Source: an optimization exercise on an open RTL-to-GDS flow (aim: small area). Production flows keep margins and buffers that such runs may drop. RTL that was checked went through simulation tests only; none was proved equivalent to the original. Power and IR drop assume default switching activity.

==> inputs of job 1774 <==
// sbr24
module sbr24 (
    input             clk,
    input             rst,
    input             cmd_valid,
    input      [7:0]  cmd_op,
    input      [31:0] cmd_a,
    input      [31:0] cmd_b,
    output            busy,
    output reg        done,
    output     [3:0]  fault,
    output reg [31:0] res,
    input      [31:0] cnt_us,
    input             dout,
    output reg        sck,
    output reg        ie
);
export LEC_CHECK = 0
export CAP_MARGIN = 20
export CORE_MARGIN = 2
export CORE_UTILIZATION = 40
export PLACE_DENSITY = 0.6
export SLEW_MARGIN = 20
create_clock -name core_clock -period 20.0 [get_ports {clk}]
run.sh (not shown) runs the stock make flow with config.mk's settings and CLKGATE_MAP_FILE= SYNTH_SCRIPT=/design/flow/synth_recipe.tcl, a recipe that flattens the netlist after the stock synthesis.
==> inputs of job 5746, as changes to job 1774 <==
--- a/flow/design.v
+++ b/flow/design.v
@@ -27,16 +27,17 @@
         S_PEND = 6'd28, S_FA0  = 6'd29, S_FA1  = 6'd30, S_FA2  = 6'd31,
         S_FA3  = 6'd32, S_FA4  = 6'd33, S_FA5  = 6'd34, S_AV0  = 6'd35,
         S_AV1  = 6'd36, S_AV2  = 6'd37, S_PD4  = 6'd38, S_V1   = 6'd39,
         S_V2   = 6'd40, S_V3   = 6'd41, S_V4   = 6'd42, S_V5   = 6'd43,
         S_V6   = 6'd44, S_V7   = 6'd45, S_V8   = 6'd46, S_V8B  = 6'd47,
         S_V9   = 6'd48, S_U2   = 6'd49, S_U4   = 6'd50, S_U5   = 6'd51,
-        S_U6   = 6'd52, S_U7   = 6'd53, S_U8   = 6'd54, S_PK   = 6'd55;
-    localparam [3:0] Y_ZERO = 4'd0, Y_A = 4'd1, Y_B = 4'd2, Y_CSX = 4'd3,
+        S_U6   = 6'd52, S_U7   = 6'd53, S_U3   = 6'd54, S_PK   = 6'd55,
+        S_V10  = 6'd56, S_TCB  = 6'd57;
+    localparam [3:0] Y_ZERO = 4'd0, Y_A = 4'd1, Y_B = 4'd2,
                      Y_CFL = 4'd4, Y_CB8 = 4'd5, Y_OFF = 4'd6, Y_SC = 4'd7,
-                     Y_SM = 4'd8, Y_CNT = 4'd9, Y_PACK = 4'd10, Y_MASK = 4'd11,
+                     Y_SM = 4'd8, Y_CNT = 4'd9, Y_EXP = 4'd10, Y_MASK = 4'd11,
                      Y_CONST = 4'd12;
     localparam [1:0] X_ZERO = 2'd0, X_R = 2'd1, X_ONES = 2'd2;
     reg  [5:0]  st;
     reg  [4:0]  opr;       
     reg  [2:0]  flt;
     reg         bound;
@@ -72,50 +73,56 @@
     reg         eclr, eld, einc, edec;
     reg         kld, kdec;
     reg  [5:0]  kval;
     reg  [5:0]  nst;
     reg         fin;
     reg         f0set, f0clr, f1ld, f1v, f2ld, f2v;
+    genvar gi;
     reg  [32:0] Yv;
     wire [32:0] X  = (xs == X_R) ? R : (xs == X_ONES) ? {33{1'b1}} : 33'd0;
     wire [32:0] Yi = Yv ^ {33{inv}};
-    wire [32:0] lo = {1'b0, X[31:0]} + {1'b0, Yi[31:0]} + {32'd0, cin};
-    wire        c32 = lo[32];
-    wire [32:0] sum = {X[32] ^ Yi[32] ^ c32, lo[31:0]};
-    wire        co  = (X[32] & Yi[32]) | (c32 & (X[32] ^ Yi[32]));
+    wire [33:0] cy;
+    wire [32:0] sum;
+    assign cy[0] = cin;
+    generate
+        for (gi = 0; gi < 33; gi = gi + 1) begin : g_add
+            wire p = X[gi] ^ Yi[gi];
+            assign sum[gi]  = p ^ cy[gi];
+            assign cy[gi+1] = p ? cy[gi] : X[gi];
+        end
+    endgenerate
+    wire        c32 = cy[32];
+    wire        co  = cy[33];
     wire [8:0] M;
     assign M[8] = 1'b0;
-    genvar gi;
     generate
         for (gi = 7; gi >= 0; gi = gi - 1) begin : g_m
             assign M[gi] = M[gi+1] | R[24+gi];
         end
     endgenerate
     wire [8:1] ulp = M[7:0] & ~M[8:1];
     wire       rl  = |(ulp & R[8:1]);
     wire sd    = ~(so ^ f1);
     wire psign = sd ^ (c_units & ss);
-    wire pz    = (c_units & s_inf) | E[9] | (E == 10'd0);
+    wire pnan  = c_units & s_nan;
+    wire pz    = (c_units & s_inf) | E[9] | ((E == 10'd0) & ~R[23]);
     wire pinf  = ~E[9] & (E[8] | (&E[7:0]));
-    wire [31:0] pack = (c_units & s_nan) ? 32'h7FC00000 :
-                       pz   ? {psign, 31'd0} :
-                       pinf ? {psign, 8'hFF, 23'd0} :
-                              {psign, E[7:0], R[30:8]};
+    wire pspec = pnan | pz | pinf;
+    wire [32:0] pconst = pnan ? 33'h07FC00000 : {1'b0, psign, {8{pinf & ~pz}}, 23'd0};
     wire [7:0] crev = {C[0], C[1], C[2], C[3], C[4], C[5], C[6], C[7]};
     always @* begin
         case (ys)
             Y_A:     Yv = {(ya32 == 2'd1) ? A[31] : (ya32 == 2'd2) ? f1 : 1'b0, A};
             Y_B:     Yv = {1'b0, B};
-            Y_CSX:   Yv = {{9{C[23]}}, C};
             Y_CFL:   Yv = {9'd0, ~C[23], C[22:0]};
             Y_CB8:   Yv = {25'd0, A[0] ? C[7:0] : crev};
             Y_OFF:   Yv = {offset[31], offset};
-            Y_SC:    Yv = {1'b0, scale};
-            Y_SM:    Yv = {2'b01, scale[22:0], 8'd0};
+            Y_SC:    Yv = {1'b0, scale[31:24], scale[23], scale[22:0]};
+            Y_SM:    Yv = {9'd0, 1'b1, scale[22:0]};
             Y_CNT:   Yv = {1'b0, cnt_us};
-            Y_PACK:  Yv = {1'b0, pack};
+            Y_EXP:   Yv = {1'b0, psign, E[7:0], 23'd0};
             Y_MASK:  Yv = {26'd0, M[7:1]};
             Y_CONST: Yv = cval;
             default: Yv = 33'd0;
         endcase
     end
     reg [2:0] issue_fault;
@@ -230,14 +237,17 @@
                 end
             end
             S_PM: begin
                 xs = X_R; wRes = 1'b1; nst = S_IDLE; fin = 1'b1;
             end
             S_TC0: begin
-                xs = X_R; ys = Y_CSX; inv = 1'b1; cin = 1'b1; wR = 1'b1;
-                f0clr = 1'b1; nst = S_TC1;
+                xs = X_R; ys = Y_CFL; inv = 1'b1; cin = 1'b1; wR = 1'b1;
+                f0clr = 1'b1; nst = S_TCB;
+            end
+            S_TCB: begin
+                xs = X_R; ys = Y_CONST; cval = 33'h800000; wR = 1'b1; nst = S_TC1;
             end
             S_TC1: begin
                 xs = X_R; ys = Y_A; inv = 1'b1; cin = 1'b1;
                 nst = c32 ? S_RES0 : S_TC2;
             end
             S_TC2: nst = dout ? S_SL0 : S_RES1;
@@ -288,14 +298,15 @@
                 end
             end
             S_PEND: begin
                 if (c_shift) begin
                     ys = Y_CB8; wRes = 1'b1; nst = S_IDLE; fin = 1'b1;
                 end else if (opr[3] == 1'b0) begin
-                    ys = Y_CSX; wRes = ~opr[0] ? 1'b0 : 1'b1;    
-                    nst = S_IDLE; fin = 1'b1;
+                    ys = Y_CFL; wR = 1'b1; f2ld = 1'b1; f2v = 1'b0;
+                    if (opr[0]) nst = S_PD4;
+                    else begin nst = S_IDLE; fin = 1'b1; end
                 end else nst = S_FA0;
             end
             S_FA0: begin
                 xs = X_R; ys = Y_CFL; wR = 1'b1;
                 if (co) begin nst = S_FA1; kld = 1'b1; kval = 6'd33; end
                 else nst = S_FA4;
@@ -327,13 +338,13 @@
                 ash = 1'b1; kdec = 1'b1;
                 if (k_last) nst = S_AV2;
             end
             S_AV2: begin wR = 1'b1; nst = S_RDY; end
             S_PD4: begin
                 xs = X_R; ys = Y_CONST; cval = 33'h7FFFFF; inv = 1'b1; cin = f2;
-                if (opr[1:0] == 2'b00) begin wRes = 1'b1; nst = S_IDLE; fin = 1'b1; end
+                if (!opr[3] || opr[1:0] == 2'b00) begin wRes = 1'b1; nst = S_IDLE; fin = 1'b1; end
                 else if (opr[1:0] == 2'b11) begin wOff = 1'b1; nst = S_IDLE; fin = 1'b1; end
                 else begin wA = 1'b1; nst = S_V1; end
             end
             S_V1: begin
                 ys = Y_OFF; inv = so; cin = so; wR = 1'b1; nst = S_V2;
             end
@@ -366,41 +377,47 @@
             S_V8B: begin
                 einc = 1'b1; kdec = 1'b1;
                 if (k_last) nst = S_V9;
             end
             S_V9: begin
                 if (!R[31]) begin ash = 1'b1; edec = 1'b1; end
-                else if (!c_units || s_max) nst = S_PK;
-                else nst = S_U2;
+                else if (c_units & s_max) nst = S_PK;
+                else begin nst = S_V10; kld = 1'b1; kval = 6'd49; end
+            end
+            S_V10: begin
+                ash = 1'b1; arot = 1'b1; kdec = 1'b1;
+                if (k_last) nst = c_units ? S_U2 : S_PK;
             end
             S_U2: begin
                 xs = X_R; ys = Y_SM; inv = 1'b1; cin = 1'b1;
                 if (!co) begin ash = 1'b1; edec = 1'b1; end
-                f0set = 1'b1; nst = S_DU; kld = 1'b1; kval = 6'd25;
+                nst = S_U3;
+            end
+            S_U3: begin
+                xs = X_R; ys = Y_SM; inv = 1'b1; cin = 1'b1; wR = 1'b1;
+                f0set = 1'b1; nst = S_DS; kld = 1'b1; kval = 6'd24;
             end
             S_U4: begin
-                xs = X_R; ys = Y_CONST; cval = 33'd256; inv = 1'b1; cin = 1'b1;
+                xs = X_R; inv = 1'b1;
                 f2ld = 1'b1; f2v = co; nst = S_U5;
             end
             S_U5: begin
-                wR = 1'b1; nst = S_U6; kld = 1'b1; kval = 6'd31;
+                wR = 1'b1; nst = S_U6; kld = 1'b1; kval = 6'd23;
             end
             S_U6: begin
                 ash = 1'b1; kdec = 1'b1;
                 if (k_last) nst = S_U7;
             end
             S_U7: begin
-                xs = X_R; ys = Y_CONST; cval = {24'd0, R[7] & (f2 | R[8]), 8'd0}; wR = 1'b1;
-                nst = S_U8;
-            end
-            S_U8: begin
-                if (R[31]) einc = 1'b1;
+                xs = X_R; cin = acc[23] & (f2 | R[0]); wR = 1'b1;
                 nst = S_PK;
             end
             S_PK: begin
-                ys = Y_PACK; wRes = 1'b1; nst = S_IDLE; fin = 1'b1;
+                if (pspec) begin ys = Y_CONST; cval = pconst; end
+                else begin xs = X_R; ys = Y_EXP; end
+                wRes = 1'b1; nst = S_IDLE; fin = 1'b1;
             end
             default: nst = S_IDLE;
         endcase
     end
     wire [32:0] rdata = rnd ? {sum[32:8], sum[7:0] & ~M[7:0]} : sum;
     always @(posedge clk) begin
@@ -465,13 +482,13 @@
             if (wR | (wRc & co)) acc[56:24] <= rdata;
             if (aq) acc[0] <= co;
         end
         if (csd)      C <= {C[22:0], dout};
         else if (csa) C <= {C[22:0], acc[23]};
         if (eclr)      E <= 10'd0;
-        else if (eld)  E <= c_units ? {2'b00, ~scale[30:23]} : 10'd158;
+        else if (eld)  E <= c_units ? {2'b00, ~scale[30:23]} : 10'd157;
         else if (einc) E <= E + 10'd1;
         else if (edec) E <= E - 10'd1;
         if (kld)       K <= kval;
         else if (kdec) K <= K - 6'd1;
     end
 endmodule
- ABC_AREA: default -> 1
- CORE_UTILIZATION: 40 -> 60
- PLACE_DENSITY: 0.6 -> 0.75
==> qor summary <==
| metric | job 5746 | job 1774 |
|---|---|---|
| Gr usage total | 0.415 | 0.315 |
| Count of routing violations after the opening detailed-route iteration | 2601 | 2584 |
| Result of the run | finished clean | finished clean |
| Internal power | 1020 uW | 1330 uW |
| Router iterations before antenna repair | 6 | 5 |
| Source-to-sink clock delay at the later pin of the worst-skew pair | 0.59 ns | 0.56 ns |
| Post-layout instance area | 20600 um2 | 21100 um2 |
| Endpoint of the worst-slack reg-to-reg timing path | E[9] | acc[24] |
| Diodes inserted | 1 | 0 |
| Register share of total power | 0.485 | 0.370 |
| Data required time of the critical path | 20.46 ns | 20.44 ns |
| Detail-routed net length per standard cell | 22.6 um | 25.9 um |
| Clk pwr | 557 uW | 603 uW |
| Register-to-register path setup slack | 9.48 ns | 10.34 ns |
| Met2 WL post-DR | 29300 um | 31700 um |
| Multi-input logic cell count | 1639 | 1744 |
The RTL of job 5746 was laid out without a check of its function.

==> separate check: timing with driven ports <==
How much do the figures lean on ideal ports? The routed layouts below were timed once more, with nothing changed but the port constraints. Step 1: set_driving_cell puts a clkbuf_16 on clk and a buf_2 on each other input, an assumption about the parent block. Step 2 adds t to the input delays and takes it off the output delays; t is the mean of the earliest and latest rising clock arrival at the registers after step 1. Input paths then give back, and output paths get back, about the clock's delay inside the block. Three values: ideal ports, drivers, drivers and shift; two values: the first two.
| run | shift t [ns] | slack for setup (ns) | clock arrival spread, ns |
|---|---|---|---|
| job 1774 | 0.607 | 9.112 / 9.145 / 8.538 | 0.022 / 0.022 |
| job 5746 | 0.637 | 7.778 / 7.809 / 7.173 | 0.017 / 0.017 |
After both steps setup and hold are still met in every run listed. The setup slack of job 5746, which loses most, moves by +0.031 ns with the drivers and by -0.605 ns with both steps.
